What follows belongs to an exercise in optimizing a design on an open flow for small area, a short achievable clock period and few clock cycles; a production flow would make more cautious choices. Only simulation tests tie the RTL to the original design; equivalence was not proved. Power and IR drop assume default switching activity.

[flow/design.v]
module rob_unit #(
    parameter MAX_CAP = 16
) (
    input  wire         clk,
    input  wire         rst,           
    input  wire [31:0]  cfg_rob_cap,   
    input  wire         cmd_valid,
    output wire         cmd_ready,
    input  wire [189:0] cmd,
    output reg          rsp_valid,
    output reg          rsp_ok,
    output reg  [185:0] rsp_val
);
    localparam PW = 4;
    localparam N  = 16;
    localparam DW = 154;    
    localparam [3:0] OP_CHECK_SPACE = 4'h4;
    localparam [3:0] OP_INSERT      = 4'h5;
    localparam [3:0] OP_MARK_EXEC   = 4'h6;
    localparam [3:0] OP_MARK_READY  = 4'h7;
    localparam [3:0] OP_CHECK_READY = 4'h8;
    localparam [3:0] OP_CHECK_HEAD  = 4'h9;
    localparam [3:0] OP_WAKEUP      = 4'hA;
    localparam [3:0] OP_REMOVE_HEAD = 4'hB;
    localparam [3:0] OP_RD_STAT     = 4'hC;
    localparam S1_RDY = 72;
    localparam S1_TAG = 73;    
    localparam S2_RDY = 113;
    localparam S2_TAG = 114;   
    assign cmd_ready = 1'b1;
    reg [PW:0]    rob_cap;
    reg [PW-1:0]  rob_head;
    reg [PW-1:0]  rob_tail;
    reg [N-1:0]   head_oh;
    reg [N-1:0]   tail_oh;
    reg           wrapped;
    reg [N-1:0]   ent_valid;
    reg [N-1:0]   ent_ready;
    reg [DW-1:0]  ent_inst [0:N-1];
    reg          v_q;
    reg [185:0]  cmd_q;       
    reg [3:0]    op_q;
    reg          mtag_ok_q;   
    reg          ttag_ok_q;   
    wire [31:0] in_mtag = cmd[189:158];
    wire [31:0] in_ttag = cmd[35:4];
    always @(posedge clk) begin
        v_q       <= cmd_valid & ~rst;
        op_q      <= cmd[3:0];
        cmd_q     <= cmd[189:4];
        mtag_ok_q <= (in_mtag[31:PW] == 0) && ({1'b0, in_mtag[PW-1:0]} < rob_cap);
        ttag_ok_q <= (in_ttag[31:PW] == 0) && ({1'b0, in_ttag[PW-1:0]} < rob_cap);
    end
    wire [185:0]  inst  = cmd_q;
    wire [31:0]   tag_t = cmd_q[31:0];
    wire [PW-1:0] idx_i = cmd_q[154 +: PW];
    wire [PW-1:0] idx_t = cmd_q[PW-1:0];
    wire [7:0]    csr   = cmd_q[7:0];
    wire is_space  = v_q & (op_q == OP_CHECK_SPACE);
    wire is_insert = v_q & (op_q == OP_INSERT);
    wire is_mexec  = v_q & (op_q == OP_MARK_EXEC);
    wire is_mready = v_q & (op_q == OP_MARK_READY);
    wire is_cready = v_q & (op_q == OP_CHECK_READY);
    wire is_chead  = v_q & (op_q == OP_CHECK_HEAD);
    wire is_wakeup = v_q & (op_q == OP_WAKEUP);
    wire is_remove = v_q & (op_q == OP_REMOVE_HEAD);
    wire is_rdstat = v_q & (op_q == OP_RD_STAT);
    wire tail_free  = ~|(ent_valid & tail_oh);
    wire head_ready = |(ent_valid & ent_ready & head_oh);
    wire [N-1:0] idx_i_oh = {{(N-1){1'b0}}, 1'b1} << idx_i;
    wire [N-1:0] idx_t_oh = {{(N-1){1'b0}}, 1'b1} << idx_t;
    wire mark_hit  = mtag_ok_q & |(ent_valid & idx_i_oh);
    wire cready_v  = ttag_ok_q & |(ent_valid & ent_ready & idx_t_oh);
    wire do_insert = is_insert & tail_free;
    wire do_remove = is_remove & head_ready;
    wire [N-1:0] wr_en  = do_insert ? tail_oh : {N{1'b0}};
    wire [N-1:0] rm_en  = do_remove ? head_oh : {N{1'b0}};
    wire [N-1:0] mr_en  = (is_mready & mark_hit) ? idx_i_oh : {N{1'b0}};
    wire [PW-1:0] cap_m1 = rob_cap[PW-1:0] - 1'b1;
    wire tail_wrap = (rob_tail == cap_m1);
    wire head_wrap = (rob_head == cap_m1);
    wire head_written = wrapped | (rob_head != rob_tail);
    wire [N-1:0] rd_sel = (is_remove & head_written) ? head_oh : {N{1'b0}};
    reg [DW-1:0] rd_data;
    integer k;
    always @(*) begin
        rd_data = {DW{1'b0}};
        for (k = 0; k < N; k = k + 1)
            rd_data = rd_data | (ent_inst[k] & {DW{rd_sel[k]}});
    end
    wire [N-1:0] wk1, wk2;
    genvar g;
    generate
        for (g = 0; g < N; g = g + 1) begin : g_ent
            assign wk1[g] = is_wakeup & ent_valid[g] & (ent_inst[g][S1_TAG +: 32] == tag_t);
            assign wk2[g] = is_wakeup & ent_valid[g] & (ent_inst[g][S2_TAG +: 32] == tag_t);
            always @(posedge clk) begin
                if (wr_en[g]) begin
                    ent_inst[g] <= inst[DW-1:0];
                end else begin
                    if (wk1[g]) ent_inst[g][S1_RDY] <= 1'b1;
                    if (wk2[g]) ent_inst[g][S2_RDY] <= 1'b1;
                end
            end
        end
    endgenerate
    always @(posedge clk) begin
        if (rst) begin
            rob_cap   <= cfg_rob_cap[PW:0];
            rob_head  <= {PW{1'b0}};
            rob_tail  <= {PW{1'b0}};
            head_oh   <= {{(N-1){1'b0}}, 1'b1};
            tail_oh   <= {{(N-1){1'b0}}, 1'b1};
            wrapped   <= 1'b0;
            ent_valid <= {N{1'b0}};
            ent_ready <= {N{1'b0}};
            rsp_valid <= 1'b0;
        end else begin
            rsp_valid <= v_q;
            ent_valid <= (ent_valid & ~rm_en) | wr_en;
            ent_ready <= (ent_ready & ~rm_en & ~wr_en) | mr_en;
            if (do_insert) begin
                rob_tail <= tail_wrap ? {PW{1'b0}} : rob_tail + 1'b1;
                tail_oh  <= tail_wrap ? {{(N-1){1'b0}}, 1'b1} : {tail_oh[N-2:0], 1'b0};
                if (tail_wrap) wrapped <= 1'b1;
            end
            if (do_remove) begin
                rob_head <= head_wrap ? {PW{1'b0}} : rob_head + 1'b1;
                head_oh  <= head_wrap ? {{(N-1){1'b0}}, 1'b1} : {head_oh[N-2:0], 1'b0};
            end
        end
    end
    reg        ok_n;
    reg [31:0] lo_n;
    always @(*) begin
        ok_n = 1'b1;
        lo_n = 32'd0;
        case (op_q)
            OP_CHECK_SPACE: lo_n[0] = tail_free;
            OP_INSERT: begin
                if (tail_free) lo_n[PW-1:0] = rob_tail;
                else begin ok_n = 1'b0; lo_n = 32'hFFFF_FFFF; end
            end
            OP_MARK_EXEC, OP_MARK_READY: ok_n = mark_hit;
            OP_CHECK_READY: lo_n[0] = cready_v;
            OP_CHECK_HEAD:  lo_n[0] = head_ready;
            OP_WAKEUP: ;
            OP_REMOVE_HEAD: ;
            OP_RD_STAT: begin
                case (csr)
                    8'h04:   lo_n[PW:0]   = rob_cap;
                    8'h25:   lo_n[PW-1:0] = rob_head;
                    8'h26:   lo_n[PW-1:0] = rob_tail;
                    default: ok_n = 1'b0;
                endcase
            end
            default: ok_n = 1'b0;
        endcase
    end
    always @(posedge clk) begin
        rsp_ok            <= ok_n;
        rsp_val[31:0]     <= lo_n | rd_data[31:0];
        rsp_val[153:32]   <= rd_data[153:32];
        rsp_val[185:154]  <= {{(32-PW){1'b0}}, (is_remove & head_written) ? rob_head : {PW{1'b0}}};
    end
endmodule
[flow/run.sh]
#!/bin/bash
# synth_recipe.tcl (not shown) runs the flow's synth.tcl, then flattens the netlist and writes it again
# the make line also repeats each setting of config.mk as NAME=value (left out here)
make -C /OpenROAD-flow-scripts/flow DESIGN_CONFIG=/design/flow/config.mk WORK_HOME=/design/flow/orfs CLKGATE_MAP_FILE= SYNTH_SCRIPT=/design/flow/synth_recipe.tcl finish
[flow/config.mk]
export PLATFORM = sky130hd
export DESIGN_NAME = rob_unit
export DESIGN_NICKNAME = rob_unit
export VERILOG_FILES = /design/flow/design.v
export SDC_FILE = /design/flow/constraint.sdc
export NUM_CORES = 4
export LEC_CHECK = 0
export CAP_MARGIN = 20
export CORE_MARGIN = 2
export CORE_UTILIZATION = 40
export PLACE_DENSITY = 0.6
export SLEW_MARGIN = 20
[flow/constraint.sdc]
create_clock -name core_clock -period 5.0 [get_ports {clk}]
set_input_delay 1.0000 -clock core_clock [delete_from_list [all_inputs] [get_ports {clk}]]
set_output_delay 1.0000 -clock core_clock [all_outputs]
set_load 0.01 [all_outputs]
==> summary.md, run 1 <==
| Metric | Value |
|---|---|
| HP Class | reg2reg |
| Worst-margin pin slew | 1350 ps |
| YS warnings | 2 |
| Row cnt | 193 |
| Post-route clock skew | 76.2 ps |
| Placed cells | 10,800 |
| Fillers | ~24,000 |
| Crit path required time | 5530 ps |
| Synth Register Bits | ~2,900 |
| Clock transition at path regs | 60 ps |
| RSZ-0062 raised after global routing | false |
| Synthesized cell area | 111,000 µm² |
| Largest net degree at the start of global routing | 105 |
| Synth cell types | 64 |
| Commonest non-fill, non-tap cell in the layout | edfxtp_1 |
| Setup crit end kind | flop |
| Power per Cell Area | ~390 nW/µm² |
| DRC | 0 |
| Synth Flop Type | edfxtp_1 |
| H-tree depth | 5 |
| HPWL after detailed placement | 298 mm |
| Post-cts hold buffer count | 0 |
| Avg Inst Size Synth | between 15 and 20 µm² |
| Max_cap viols | 0 |
| Commonest cells after routing, fill and taps aside | 2,469 x edfxtp_1, 771 x xor2_1, 455 x a22o_1 |
| Clock sink count | 2,867 |
| Async SR Flop Fraction | 0% |
| Sequential cell area | around 82,000 µm² |
| CTS tree | yes |
| Static leakage | between 0.04 and 0.05 µW |
| Area grow syn2layout | 17.7% |
| Detailed Routing Iterations Pass 1 | 8 |
| Peak VDD IR | approximately 0.31 mV |
| Post-Syn Instances | 6,954 |
| DR vias/cell | 6.35 |
| Port Buffers | around 360 |
| GRT overflow | 0 |
| Status | no timing/DRC/antenna violations |
| # setup viols final | 0 |
| Wire per inst | 40.5 µm |
| Die Wd | 531 µm |
| Worst slew margin | 8.90% |
| Critical path fanouts, max | 104 |
| Die ar. | roughly 280,000 µm² |
| Post-synth EDFFs | 2,469 |
| Tcrit/Tclk final | 77.5% |
| Crit path DAT | 4400 ps |
| Routed Wire Length | around 460 mm |
| Num CTS Buffers | roughly 310 |
| DR vias | a little over 70,000 |
| Initial antenna violation count | 29 |
| Max frequency | 0.258 GHz |
| Final hold violations | 0 |
| Post-route ant nets | 0 |
| Fin crit period | 3880 ps |
| Sequential share of the synthesized area | 73.9% |
| Crit path kind | reg2reg |
| Final nets | 7,677 |
| Clock tree buffer depth | 4 |
| Final setup TNS | 0 ps |
| Vias in the first global route | roughly 68,000 |
| Non-Filler Instances | roughly 11,000 |
| Initial DRC count | 11,800 |
| Postcts setup bufs | 0 |
| Area used by multi-input combinational logic | 26,800 µm² |
| Total GRT Usage | 32.1% |
| Critical Path Start Type | flop |
| Global-route wire length before repair | a little over 600 mm |
| Pins Over Slew Limit | 0 |
| Layout cell share with drive strength beyond 1 | 11.0% |
| Post-CTS sizing | 0 |
| Root Driver | clkbuf_16 |
| Starting Density | 40.2% |
| Core ar. | 276,000 µm² |
| Final core occ | roughly 47% |
| Worst-Skew Late Latency | 960 ps |
| Die Ht | 531 µm |
| IO Count | a little over 400 |
| Final RePlAce weighted congestion | 1.04 |
report_power, final:
part           internal, µW  switching [µW]  total (µW)
Sequential            26000             461       26500
Combinational           449             856        1300
Clock                 13300            9990       23300
kinds of logic (layout without fill, tap and decap cells):
group,after synthesis,after routing,share of synthesized area [%]
adder cells (fa/ha/maj),9,9,0.101
other,2,49,0.00676
multiplexers,3,3,0.0282
buffers and inverters,546,1269,2.15
AO/OA/AOI/OAI,1394,1394,10.3
XOR/XNOR,1039,1039,8.20
flip-flops,2867,2867,73.9
AND/OR/NAND/NOR,1094,1094,5.28
worst paths after layout:
path / startpoint / end / slack [ps] / cells after the start
min: ent_inst[8][70] / rsp_val[70] / 450 / 2
max: tail_oh[15] / ent_inst[12][86] / 1120 / 7
max reg2reg: tail_oh[15] / ent_inst[12][86] / 1120 / 7
min reg2reg: ent_inst[8][70] / rsp_val[70] / 450 / 2
state kept, by name, summed over array words and instances (netlist names):
name       count
rsp_val      158
rsp_ok         1
rob_head       4
op_q           4
mtag_ok_q      1
rsp_valid      1
rob_cap        5
ent_ready     16
head_oh       16
cmd_q        158
v_q            1
wrapped        1
ent_valid     16
rob_tail       4
ent_inst    2464
tail_oh       16
ttag_ok_q      1
through the flow:
stage	power, µW	area [µm²]	setup WS [ps]	hold slack (ps)
detailed placement	28200	120000	1140	439
finish	51100	131000	1120	454
global placement	28200	120000	1160	442
global route	52200	131000	1040	439
CTS	51200	131000	1120	421
floorplan	27300	111000	145	418
synthesized netlist by cell type, types with 3 or more instances:
cell	number	share of area, %
and3_1	4	0.023
o21ai_0	26	0.12
nand4b_1	5	0.039
a31oi_1	5	0.028
o31ai_1	16	0.11
a222oi_1	33	0.30
nand4_1	162	0.91
a22o_1	455	3.6
o211ai_1	18	0.12
nor2_1	16	0.054
a21oi_1	62	0.28
edfxtp_1	2469	67
nor4_1	206	1.2
nand2b_1	6	0.034
a32oi_1	23	0.18
and2_1	21	0.12
nand3_1	345	1.6
buf_2	124	0.56
nor2b_1	28	0.16
buf_6	7	0.071
inv_1	39	0.13
nor3_1	4	0.018
and4_1	5	0.039
nand2_1	238	0.80
xnor2_1	267	2.1
nand3b_1	4	0.027
buf_4	34	0.23
or4_1	35	0.24
clkbuf_1	272	0.92
a21o_1	4	0.027
xor2_1	771	6.1
a221oi_1	449	3.5
a22oi_1	287	1.9
buf_1	68	0.23
ha_1	9	0.10
dfxtp_1	398	7.2
or3_1	3	0.017
worst max-delay path, cell delays in order (launching register included):
cell        delay (ps)
dfxtp_1            410
a22o_1             240
a221oi_1           310
and4_1             290
nand3_1            340
clkinvlp_4         220
buf_12             620
buf_4              870
cell type report:
class	instances	share of cell area, %
Sequential cell	2867	62.8
Multi-Input combinational cell	3568	20.5
Clock buffer	420	6.60
Timing Repair Buffer	655	5.08
Tap cell	3705	3.54
Clock inverter	155	1.27
Inverter	39	0.184
Antenna cell	20	0.0383
per-layer routing:
metal	track usage [%]	part of all wire [%]
met1	43.2	38
met2	48.8	44
met3	5.75	10
met4	18.9	7.0
met5	0	0.019
Testbench counts, summed over its fixed seeds: cycles 24,016.
==> run 2: changes to the inputs <==
--- a/flow/design.v
+++ b/flow/design.v
@@ -38,23 +38,14 @@
     reg [N-1:0]   ent_ready;
     reg [DW-1:0]  ent_inst [0:N-1];
-    reg          v_q;
-    reg [185:0]  cmd_q;       
-    reg [3:0]    op_q;
-    reg          mtag_ok_q;   
-    reg          ttag_ok_q;   
-    wire [31:0] in_mtag = cmd[189:158];
-    wire [31:0] in_ttag = cmd[35:4];
-    always @(posedge clk) begin
-        v_q       <= cmd_valid & ~rst;
-        op_q      <= cmd[3:0];
-        cmd_q     <= cmd[189:4];
-        mtag_ok_q <= (in_mtag[31:PW] == 0) && ({1'b0, in_mtag[PW-1:0]} < rob_cap);
-        ttag_ok_q <= (in_ttag[31:PW] == 0) && ({1'b0, in_ttag[PW-1:0]} < rob_cap);
-    end
-    wire [185:0]  inst  = cmd_q;
-    wire [31:0]   tag_t = cmd_q[31:0];
-    wire [PW-1:0] idx_i = cmd_q[154 +: PW];
-    wire [PW-1:0] idx_t = cmd_q[PW-1:0];
-    wire [7:0]    csr   = cmd_q[7:0];
+    wire          v_q   = cmd_valid;
+    wire [3:0]    op_q  = cmd[3:0];
+    wire [185:0]  inst  = cmd[189:4];
+    wire [31:0]   tag_t = cmd[35:4];
+    wire [31:0]   tag_i = cmd[189:158];
+    wire [PW-1:0] idx_i = tag_i[PW-1:0];
+    wire [PW-1:0] idx_t = tag_t[PW-1:0];
+    wire [7:0]    csr   = cmd[11:4];
+    wire mtag_ok_q = (tag_i[31:PW] == 0) && ({1'b0, idx_i} < rob_cap);
+    wire ttag_ok_q = (tag_t[31:PW] == 0) && ({1'b0, idx_t} < rob_cap);
     wire is_space  = v_q & (op_q == OP_CHECK_SPACE);
     wire is_insert = v_q & (op_q == OP_INSERT);
==> run 2 against run 1 <==
Compared with the run above:
- count of clock-buffer cells in the layout fell by 21
- first-iteration DRC count grew 8.6%
- sequential share of layout area is 0.56 points lower
- clock power down 9.0%
- die area is 3.4% lower
- sequential power is 7% lower
- clock skew up 3.6 ps
- critical path type is now in2reg
- largest cell class unchanged
- largest power group unchanged
==> summary.md, run 2 <==
| Metric | Value |
|---|---|
| Final RePlAce weighted congestion | 1.04 (about the same) |
| Tightest hold margin | 449 ps (was 454 ps) |
| Final hold violations | 0 (unchanged) |
| Final nets | 7,335 (was 7,677) |
| Post-CTS sizing | 0 (unchanged) |
| Setup crit end kind | flop (unchanged) |
| Top-count cell post-synth | edfxtp_1 (unchanged) |
| Clock sink count | 2,702 (was 2,867) |
| DRC | 0 (unchanged) |
| Crit path required time | 5600 ps (was 5530 ps) |
| Cell-internal power | 37,400 µW (was 39,800 µW) |
| Post-route clock skew | 79.8 ps (was 76.2 ps) |
| Die Ht | 522 µm (was 531 µm) |
| Commonest cells after routing, fill and taps aside | 2,469 x edfxtp_1, 522 x xnor2_1, 514 x xor2_1 (was 2,469 x edfxtp_1, 771 x xor2_1, 455 x a22o_1) |
| Area grow syn2layout | 18.0% (was 17.7%) |
| Tcrit/Tclk final | 74.8% (was 77.5%) |
| Total GRT Usage | 30.8% (was 32.1%) |
| Routed Wire Length | 430 mm (was 463 mm) |
| GRT overflow | 0 (unchanged) |
| Fin crit period | 3740 ps (was 3880 ps) |
| Vias in the first global route | 66,200 (was 68,400) |
| CTS tree | yes (unchanged) |
| Sequential share of the synthesized area | 73.5% (was 73.9%) |
| Main combinational cell family by area after synthesis | compound AO/OA/AOI/OAI gates (unchanged) |
| Crit path kind | in2reg (was reg2reg) |
| Critical Path Start Type | input pin (was flop) |
| Post-cts hold buffer count | 0 (unchanged) |
| Wire per inst | 39.5 µm (was 40.5 µm) |
| Status | no timing/DRC/antenna violations (unchanged) |
| Post-Syn Instances | 6,581 (was 6,954) |
| Worst-Skew Late Latency | 970 ps (was 960 ps) |
| Power per Cell Area | 375 nW/µm² (was 390 nW/µm²) |
| Static leakage | 0.0397 µW (was 0.0425 µW) |
| Synth cell count leaders | 2,469 x edfxtp_1, 522 x xnor2_1, 514 x xor2_1, 418 x a22o_1, 416 x a22oi_1 (was 2,469 x edfxtp_1, 771 x xor2_1, 455 x a22o_1, 449 x a221oi_1, 398 x dfxtp_1) |
| Combinational share of power | 3.5% (was 2.6%) |
| Async SR Flop Fraction | 0% (unchanged) |
| Mux share of post-synthesis cell area | 0.136% (was 0.0282%) |
| Worst slew margin | 15.1% (was 8.90%) |
| Top Registers | ent_inst (2464), rsp_val (158) (was ent_inst (2464), cmd_q (158), rsp_val (158)) |
| Worst-margin pin slew | 1260 ps (was 1350 ps) |
| Largest net degree at the start of global routing | 80 (was 105) |
| Root Driver | clkbuf_16 (unchanged) |
| Synth Flop Type | edfxtp_1 (unchanged) |
| Post-synth top area share | 69.1% (was 66.7%) |
| Row cnt | 190 (was 193) |
| Synth top area cells | edfxtp_1 69%, dfxtp_1 4.3%, xnor2_1 4.3% (was edfxtp_1 67%, dfxtp_1 7.2%, xor2_1 6.1%) |
| Clock tree buffer depth | 4 (unchanged) |
| Register name with the most flops | ent_inst (unchanged) |
| Synth cell types | 66 (was 64) |
| Initial DRC count | 12,800 (was 11,800) |
| Largest area contributor in the netlist | edfxtp_1 (unchanged) |
| Switching share of power | 21.3% (was 22.1%) |
| Clock transition at path regs | 60 ps (about the same) |
| H-tree depth | 5 (unchanged) |
| DR vias/cell | 6.49 (was 6.35) |
| HPWL after detailed placement | 276 mm (was 298 mm) |
| Commonest non-fill, non-tap cell in the layout | edfxtp_1 (unchanged) |
| Global-route wire length before repair | 577 mm (was 614 mm) |
| RSZ-0062 raised after global routing | false (unchanged) |
| Max_cap viols | 0 (unchanged) |
| Starting Density | 40.1% (was 40.2%) |
| HP Class | reg2reg (unchanged) |
| XOR/XNOR share of the synthesized area | 8.51% (was 8.20%) |
| Crit path DAT | 4340 ps (was 4400 ps) |
| Max frequency | 0.267 GHz (was 0.258 GHz) |
| P_sw | 10,100 µW (was 11,300 µW) |
| Synthesized cell area | 107,000 µm² (was 111,000 µm²) |
| Die Wd | 522 µm (was 531 µm) |
| Post-synthesis simple-gate area fraction | 4.79% (was 5.28%) |
| Complex-gate fraction of the synthesized area | 10.9% (was 10.3%) |
| Postcts setup bufs | 0 (unchanged) |
| Final setup TNS | 0 ps (unchanged) |
| Post-synth EDFFs | 2,469 (unchanged) |
| Layout cell share with drive strength beyond 1 | 11.2% (was 11.0%) |
| Adder-cell share of the synthesized area | 0.105% (was 0.101%) |
| Pins Over Slew Limit | 0 (unchanged) |
| IO Count | 414 (unchanged) |
| Clock share of power | 44.5% (was 45.6%) |
| Peak VDD IR | 0.366 mV (was 0.314 mV) |
| Sequential Power Share | 51.9% (was 51.8%) |
| Port Buffers | 357 (unchanged) |
| Max FFs per register | 2,464 (unchanged) |
| Synth Register Bits | 2,702 (was 2,867) |
| Initial antenna violation count | 59 (was 29) |
| Die ar. | 272,000 µm² (was 282,000 µm²) |
| Core ar. | 267,000 µm² (was 276,000 µm²) |
| # setup viols final | 0 (unchanged) |
| Detailed Routing Iterations Pass 1 | 6 (was 8) |
| Post-route ant nets | 0 (unchanged) |
| Avg Inst Size Synth | 16.3 µm² (was 16.0 µm²) |
| YS warnings | 2 (unchanged) |
| Critical path fanouts, max | 18 (was 104) |
| DR vias | 70,700 (was 72,500) |
| Num CTS Buffers | 298 (was 312) |
## run 2: area by class of cell
class                      count  area, µm²
fill                       22800     141000
sequential                  2702      78800
multi-input combinational   3386      26600
clock buffer                 399       8260
timing repair buffer         688       7300
tap                         3552       4440
clock inverter               125        970
inverter                      25        154
antenna                       20       50.0
## run 2: worst paths after layout
kind                            slack, ps               end  cells past startpoint              from
worst min register to register        450      rsp_val[110]                      2  ent_inst[0][110]
worst max register to register       1310  ent_inst[0][108]                      7      ent_valid[0]
worst max-delay path                 1260   ent_inst[2][72]                      7           cmd[10]
worst min-delay path                  450      rsp_val[110]                      2  ent_inst[0][110]
## run 2: power by group through the flow
stage / registers [µW] / clock network [µW] / logic [µW]
final: 24700 / 21200 / 1690
after CTS: 24700 / 21300 / 1610
after global placement: 25100 / 0 / 1590
after global routing: 24700 / 22200 / 1710
after floorplan: 25100 / 0 / 621
after detailed placement: 25100 / 0 / 1610
## run 2: worst max-delay path, cell delays in order
cell and delay, ps:
buf_2 700, buf_4 450, xnor2_1 290, nand4_1 150, nor4_1 1080, nand3_1 370, o21ai_0 280
## run 2: layer usage
metal	vias to the layer above	track usage, %	wire (µm)
met5	-	0	289
met4	50	12.3	19700
met3	920	8.46	56700
met2	5527	45.5	187000
met1	36500	43.1	167000
li1	27700	-	-
## run 2: kinds of logic after synthesis
kind of cell | Yosys count
muxes | 7
DFF | 2702
and+or+nand+nor | 883
adders and majority gates | 9
other | 2
buffers and inverters | 520
AOI/OAI and AO/OA | 1420
xor gates and xnor gates | 1038
## run 2: per-stage QoR
step           setup WS [ps]  instance area, µm²  total power [µW]  instances  utilization (%)
2_1_floorplan            262              107000             25800       6608                -
6_report                1260              127000             47500      10900             47.3
3_5_place_dp             589              117000             26700      10400             43.8
4_1_cts                 1480              126000             47600      10900             47.3
3_3_place_gp             601              117000             26700      10400             43.8
5_1_grt                 1270              127000             48500      10900             47.3
Testbench counts of run 2, summed over its fixed seeds: cycles 24,008.

## what the ideal ports hide
No port has a modelled driver above. Below, the same layouts with a new extraction and two added sets of constraints. Step 1, drivers: a clkbuf_16 drives clk and a buf_2 each remaining input, both assumed. Step 2, shift: input delay + t, output delay - t, t = (earliest + latest rising clock arrival at the registers) / 2. This alone moves slack from input paths to output paths. a / b / c = ideal / step 1 / step 2; a / b = the first two.
run | t, ns | setup WS [ns] | slew at the worst register clock pin (ns) | worst slew at a driven data input, ns | pins driven straight from the clock port
run 1 | 1.038 | 1.124 / 1.124 / 1.124 | 0.07 / 0.07 | 0.06 | 1
run 2 | 1.018 | 1.258 / 1.314 / 0.311 | 0.07 / 0.07 | 0.21 | 1
After both steps setup and hold are still met in every run listed. The setup slack of run 2, which loses most, moves by +0.056 ns with the drivers and by -0.947 ns with both steps.
